This is an optimization exercise on Yosys and OpenROAD, whose aim is small area, a short achievable clock period and few clock cycles per item, not a production implementation. Function was checked by simulation only, so behaviour that the tests miss may differ from the original. Power is estimated from default activity; no workload was simulated.

==> flow/run.sh <==
#!/bin/bash
# synth_recipe.tcl (not shown) runs the flow's synth.tcl, then flattens the netlist and writes it again
# the make line also repeats each setting of config.mk as NAME=value (left out here)
make -C /OpenROAD-flow-scripts/flow DESIGN_CONFIG=/design/flow/config.mk WORK_HOME=/design/flow/orfs CLKGATE_MAP_FILE= SYNTH_SCRIPT=/design/flow/synth_recipe.tcl finish
==> flow/config.mk <==
export PLATFORM = sky130hd
export DESIGN_NAME = syndrome_unit
export DESIGN_NICKNAME = syndrome_unit
export VERILOG_FILES = /design/flow/design.v
export SDC_FILE = /design/flow/constraint.sdc
export NUM_CORES = 4
export LEC_CHECK = 0
export CAP_MARGIN = 20
export CORE_MARGIN = 2
export CORE_UTILIZATION = 40
export SLEW_MARGIN = 20
==> flow/constraint.sdc <==
create_clock -name core_clock -period 5.0 [get_ports {clk}]
set_input_delay 1.0000 -clock core_clock [delete_from_list [all_inputs] [get_ports {clk}]]
set_output_delay 1.0000 -clock core_clock [all_outputs]
set_load 0.01 [all_outputs]
==> flow/design.v <==
module gf2_divider #(
    parameter W  = 86,              
    parameter DW = 7                
) (
    input  wire          clk,
    input  wire          load,      
    input  wire [W-1:0]  poly_in,
    input  wire          step,      
    input  wire          bit_in,
    output wire [W-2:0]  rem,       
    output reg           divz       
);
    reg  [W-1:0]  poly;
    reg  [DW-1:0] deg;
    reg  [W-2:0]  r;
    reg  [DW-1:0] deg_in;
    integer i;
    always @* begin
        deg_in = {DW{1'b0}};
        for (i = 0; i < W; i = i + 1)
            if (poly_in[i]) deg_in = i[DW-1:0];
    end
    wire [W-1:0] t      = {r, bit_in};
    wire [W-1:0] t_red  = t[deg] ? (t ^ poly) : t;
    always @(posedge clk) begin
        if (load) begin
            poly <= poly_in;
            deg  <= deg_in;
            divz <= (poly_in == {W{1'b0}});
            r    <= {(W-1){1'b0}};
        end else if (step && !divz) begin
            r    <= t_red[W-2:0];
        end
    end
    assign rem = r;
endmodule
module syndrome_unit (
    input  wire         clk,
    input  wire         rst,           
    input  wire         start,
    output wire         ready,
    input  wire         fmt,           
    input  wire [16:0]  f_poly,
    input  wire [85:0]  g_poly,
    input  wire [85:0]  fg_poly,
    input  wire         in_valid,
    output wire         in_ready,
    input  wire [31:0]  in_data,
    output wire         done,
    output wire [15:0]  rem_f,
    output wire [84:0]  rem_g,
    output wire [84:0]  rem_fg,
    output wire [2:0]   divz           
);
    localparam [10:0] N_SHORT = 11'd341;
    localparam [10:0] N_LONG  = 11'd1023;
    localparam [1:0] S_IDLE = 2'd0,
                     S_RUN  = 2'd1,
                     S_DONE = 2'd2;
    reg  [1:0]  state;
    reg  [10:0] bits_left;    
    reg  [31:0] shreg;        
    reg  [5:0]  sh_cnt;       
    wire start_acc = (state == S_IDLE) && start;
    wire word_acc  = in_valid && in_ready;
    wire stepping  = (state == S_RUN) && (sh_cnt != 6'd0);
    wire last_bit  = stepping && (bits_left == 11'd1);
    assign ready    = (state == S_IDLE);
    assign in_ready = (state == S_RUN) && (sh_cnt == 6'd0);
    assign done     = (state == S_DONE);
    always @(posedge clk) begin
        if (rst) begin
            state     <= S_IDLE;
            bits_left <= 11'd0;
            sh_cnt    <= 6'd0;
            shreg     <= 32'd0;
        end else begin
            case (state)
                S_IDLE: if (start) begin
                    state     <= S_RUN;
                    bits_left <= fmt ? N_LONG : N_SHORT;
                    sh_cnt    <= 6'd0;
                end
                S_RUN: begin
                    if (word_acc) begin
                        shreg  <= in_data;
                        sh_cnt <= (bits_left < 11'd32) ? bits_left[5:0] : 6'd32;
                    end else if (stepping) begin
                        shreg     <= {shreg[30:0], 1'b0};
                        sh_cnt    <= sh_cnt - 6'd1;
                        bits_left <= bits_left - 11'd1;
                        if (last_bit)
                            state <= S_DONE;
                    end
                end
                default: state <= S_IDLE;
            endcase
        end
    end
    wire [15:0] rf;
    gf2_divider #(.W(17), .DW(5)) u_div_f (
        .clk(clk), .load(start_acc), .poly_in(f_poly),
        .step(stepping), .bit_in(shreg[31]),
        .rem(rf), .divz(divz[0])
    );
    gf2_divider #(.W(86), .DW(7)) u_div_g (
        .clk(clk), .load(start_acc), .poly_in(g_poly),
        .step(stepping), .bit_in(shreg[31]),
        .rem(rem_g), .divz(divz[1])
    );
    gf2_divider #(.W(86), .DW(7)) u_div_fg (
        .clk(clk), .load(start_acc), .poly_in(fg_poly),
        .step(stepping), .bit_in(shreg[31]),
        .rem(rem_fg), .divz(divz[2])
    );
    assign rem_f = rf;
endmodule
==> notes.md <==
## cells in the mapped netlist, drive strengths merged, types with 8 or more instances
cell type	n	share of area [%]
a2111oi	8	0.34
a21oi	251	6.1
a22oi	18	0.65
a311oi	36	1.5
a31oi	8	0.24
buf	34	1.3
clkbuf	79	1.4
dfxtp	237	23
edfxtp	208	30
inv	53	0.96
mux4	47	5.1
nand2	302	5.5
nand2b	8	0.24
nand3	12	0.29
nand4	10	0.30
nor2	151	2.7
nor2b	11	0.33
nor3	45	1.1
nor4	41	1.2
o211ai	11	0.40
o21ai	226	5.5
o21bai	9	0.33
o31ai	11	0.45
or4	9	0.33
xor2	192	8.1
## area by class of cell
cell class                      count  area [µm²]
Sequential cell                   445       11000
Clock inverter                     16         106
Fill cell                        4570       24200
Antenna cell                        2        5.00
Tap cell                          680         851
Inverter                           53         203
Clock buffer                       77        1430
Multi-Input combinational cell   1464        8960
Timing Repair Buffer              444        4420
## layer usage
layer,wire (µm),GRT usage (%),vias up
li1,-,-,8291
met1,28400,33.1,8423
met2,30000,36.9,725
met3,4860,4.44,128
met4,2450,9.23,0
met5,0,0,-
## registers in the layout (all words and copies together), names as in the netlist
register and flops:
bits_left 11, sh_cnt 6, shreg 32, state 2, u_div_f.deg 5, u_div_f.divz 1
u_div_f.poly 16, u_div_f.r 16, u_div_fg.deg 7, u_div_fg.divz 1, u_div_fg.poly 85, u_div_fg.r 85
u_div_g.deg 7, u_div_g.divz 1, u_div_g.poly 85, u_div_g.r 85
## worst min-delay path by stage
stage	cells after the start	slack (ns)	endpoint
2_1_floorplan	2	0.46	bits_left[5]$_SDFFE_PP0P_
3_3_place_gp	2	0.47	shreg[4]$_SDFFE_PP0P_
3_5_place_dp	2	0.47	shreg[22]$_SDFFE_PP0P_
4_1_cts	2	0.46	shreg[24]$_SDFFE_PP0P_
5_1_grt	2	0.50	shreg[22]$_SDFFE_PP0P_
6_report	2	0.47	shreg[24]$_SDFFE_PP0P_
## report_power, final
part	total (mW)	switching, mW	internal [mW]
Combinational	2.27	1.14	1.13
Clock	3.50	1.48	2.02
Sequential	4.74	0.467	4.27
## critical path, delay by kind of cell, from the launching register on
family	cells	cell delay, ns
buffers and inverters	2	0.72
xor gates and xnor gates	1	0.17
DFF	1	0.93
and+or+nand+nor	1	0.15
AOI/OAI and AO/OA	5	1.04
muxes	1	0.56
## per-stage QoR
step	utilization [%]	hold WS, ns	area, µm²
final	52.7	0.471	27000
after global routing	52.7	0.503	27000
after CTS	52.7	0.464	27000
after detailed placement	49.7	0.473	25400
after global placement	49.6	0.467	25400
after floorplan	-	0.456	20700
## cells by family after synthesis
logic type      count (synthesis)
compound gates                603
xor+xnor                      193
fa+ha+maj                       3
buf+inv                       166
flops                         445
mux                            51
simple gates                  614
==> reports/metrics.csv <==
stage,metric,value,unit
cts,clkTransAtPathRegs,0.06,ns
cells_and_area,area_delta_synth_final,30.5,%
synthesis,syn_area,20700,µm²
die,chipWidth,231,µm
min_path,hold_path.class,reg -> reg,
timing,max_freq,265,MHz
synthesis,synth_edf_count,208,
cts,cts_buffers,50,
timing,tightest_slew,1.11,ns
timing,maxSlewHeadroom,26.2,%
worst_setup_path,r2r_setup_slack,1.22,ns
timing,finalCritPeriodShare,75.6,%
timing,hold_viol,0,
power,peakVddDrop,0.000263,V
synthesis,syn_nets,2304,
synthesis,avgSynthCellArea,9.96,µm²
synthesis,ys_warn_count,3,
flow_run,cap_violations,0,
synthesis,ys.flop_type,dfxtp_1,
route,drt_pass1_iterations,5,
worst_setup_path,critPathMaxFanout,40,
cts,insertion_delay,0.59,ns
worst_setup_path,r2r_end,u_div_fg.r[36]$_SDFFE_PP0P_,
placed_design,hpwl,47.6,mm
synthesis,synth-xor-area-share,8.18,%
die,core,51200,µm²
timing,rsz0062_at_grt,no,
worst_setup_path,startpoint_type,flip-flop,
synthesis,synth_top_family_by_area,compound AO/OA/AOI/OAI gates,
cells_and_area,fin_nets,2687,
route,wl,65.7,mm
synthesis,synthMuxAreaShare,5.34,%
route,dr.first_iter.drc_count,1426,
worst_setup_path,setup.worst_path.start,u_div_fg.deg[0]$_SDFFCE_PP1P_,
cells_and_area,final_common_cell,clkdlybuf4s50_1,
synthesis,netlist_instances,2075,
timing,setup_violations,0,
route,via_count,17600,
cts,post-cts-setup-buffers,0,
worst_setup_path,arrival,4.21,ns
worst_setup_path,crit_required,5.43,ns
min_path,min_from,shreg[23]$_SDFFE_PP0P_,
die,num_rows,83,
power,p_leak,9.27,nW
global_routing,grt_max_degree,115,
die,die_area,53500,µm²
cts,ctsHtreeMaxLevel,2,
cts,cts_tree,built,
route,drcViolationCount,0,
route,wire_per_inst,20.7,µm
run_status,status,timing/DRC/antenna clean,
route,ant_nets,0,
synthesis,yosys_register_bits,445,
worst_setup_path,rr_worst_depth,10,
synthesis,synth_compound_area_share,16.5,%
placed_design,dp_cells,3086,
cts,clk_path_buf_depth,3,
die,die_h,231,µm
route,via_per_inst,5.52,
worst_setup_path,crit_end,u_div_fg.r[36]$_SDFFE_PP0P_,
synthesis,yosys.cell_types.count,53,
global_routing,grt_pass1_vias,16600,
cells_and_area,mostFrequentLayoutCells,"417 x clkdlybuf4s50_1, 301 x nand2_1, 251 x a21oi_1, 237 x dfxtp_1, 225 x o21ai_0",
timing,setup_slack,1.22,ns
timing,clock_skew,0.0146,ns
placed_design,dpl_worst_slack,1.22,ns
cts,root_buffer,clkbuf_16,
worst_setup_path,r2r-start,u_div_fg.deg[0]$_SDFFCE_PP1P_,
power,cellPowerDensity,389,nW/µm²
synthesis,synthSimpleGateAreaFrac,12.9,%
global_routing,grt.overflow.total,0,
synthesis,synthAdderAreaFrac,0.182,%
cts,postCtsHoldBufs,0,
synthesis,yosysSeqAreaShare,53.2,%
worst_setup_path,cpPeakStageDelay,0.93,ns
die,initial_core_util,40.4,%
die,ios,418,
placed_design,place_congestion,0.913,
worst_setup_path,slowest_stage,edfxtp_1,
timing,finalSetupTns,0,ns
global_routing,antenna_found_initial,3,
cells_and_area,drive_gt1_share,6.28,%
synthesis,async_flop_share,0,%
global_routing,grt_first_pass_wirelength,98.9,mm
power,p_total,10.5,mW
worst_setup_path,critical_path_class,reg -> reg,
cts,cts.sinks,445,
timing,period_needed,3.78,ns
placed_design,portBuffers,417,
worst_setup_path,end_kind,flip-flop,
cts,cts.repair.resized,0,
cells_and_area,final_cells,3181,
timing,drv_slew,0,
worst_setup_path,path_cells,buf_4 -> mux4_2 -> a22oi_1 -> a21oi_1 -> o211ai_1 -> o31ai_4 -> buf_4 -> nand2_1 -> xor2_1 -> a21oi_1,
global_routing,grt_usage,23.9,%
Testbench counts, summed over its fixed seeds: cycles 134,753, items 192.

port drivers added, routing unchanged:
In the flow no input, the clock included, has a driving cell. The finished layout below was timed again as built, in two steps.
Step 1, drivers: a clkbuf_16 drives clk and a buf_2 each remaining input, both assumed.
Step 2 moves the port delays by t, midway between the first and last clock arrival at a register: inputs arrive t later, outputs are due t later. That takes back most of the time a late clock gives input paths.
Three values: no drivers, after step 1, after step 2; two values: the first two.
t, ns: 0.639
slack for setup (ns): 1.220 / 1.220 / 1.176
worst hold slack (ns): 0.471 / 0.471 / 0.471
latest minus earliest clock arrival (ns): 0.018 / 0.019
cell pins on the clock port's net: 1
After both steps setup and hold are still met in this run. The setup slack of this run moves by 0.000 ns with the drivers and by -0.044 ns with both steps.
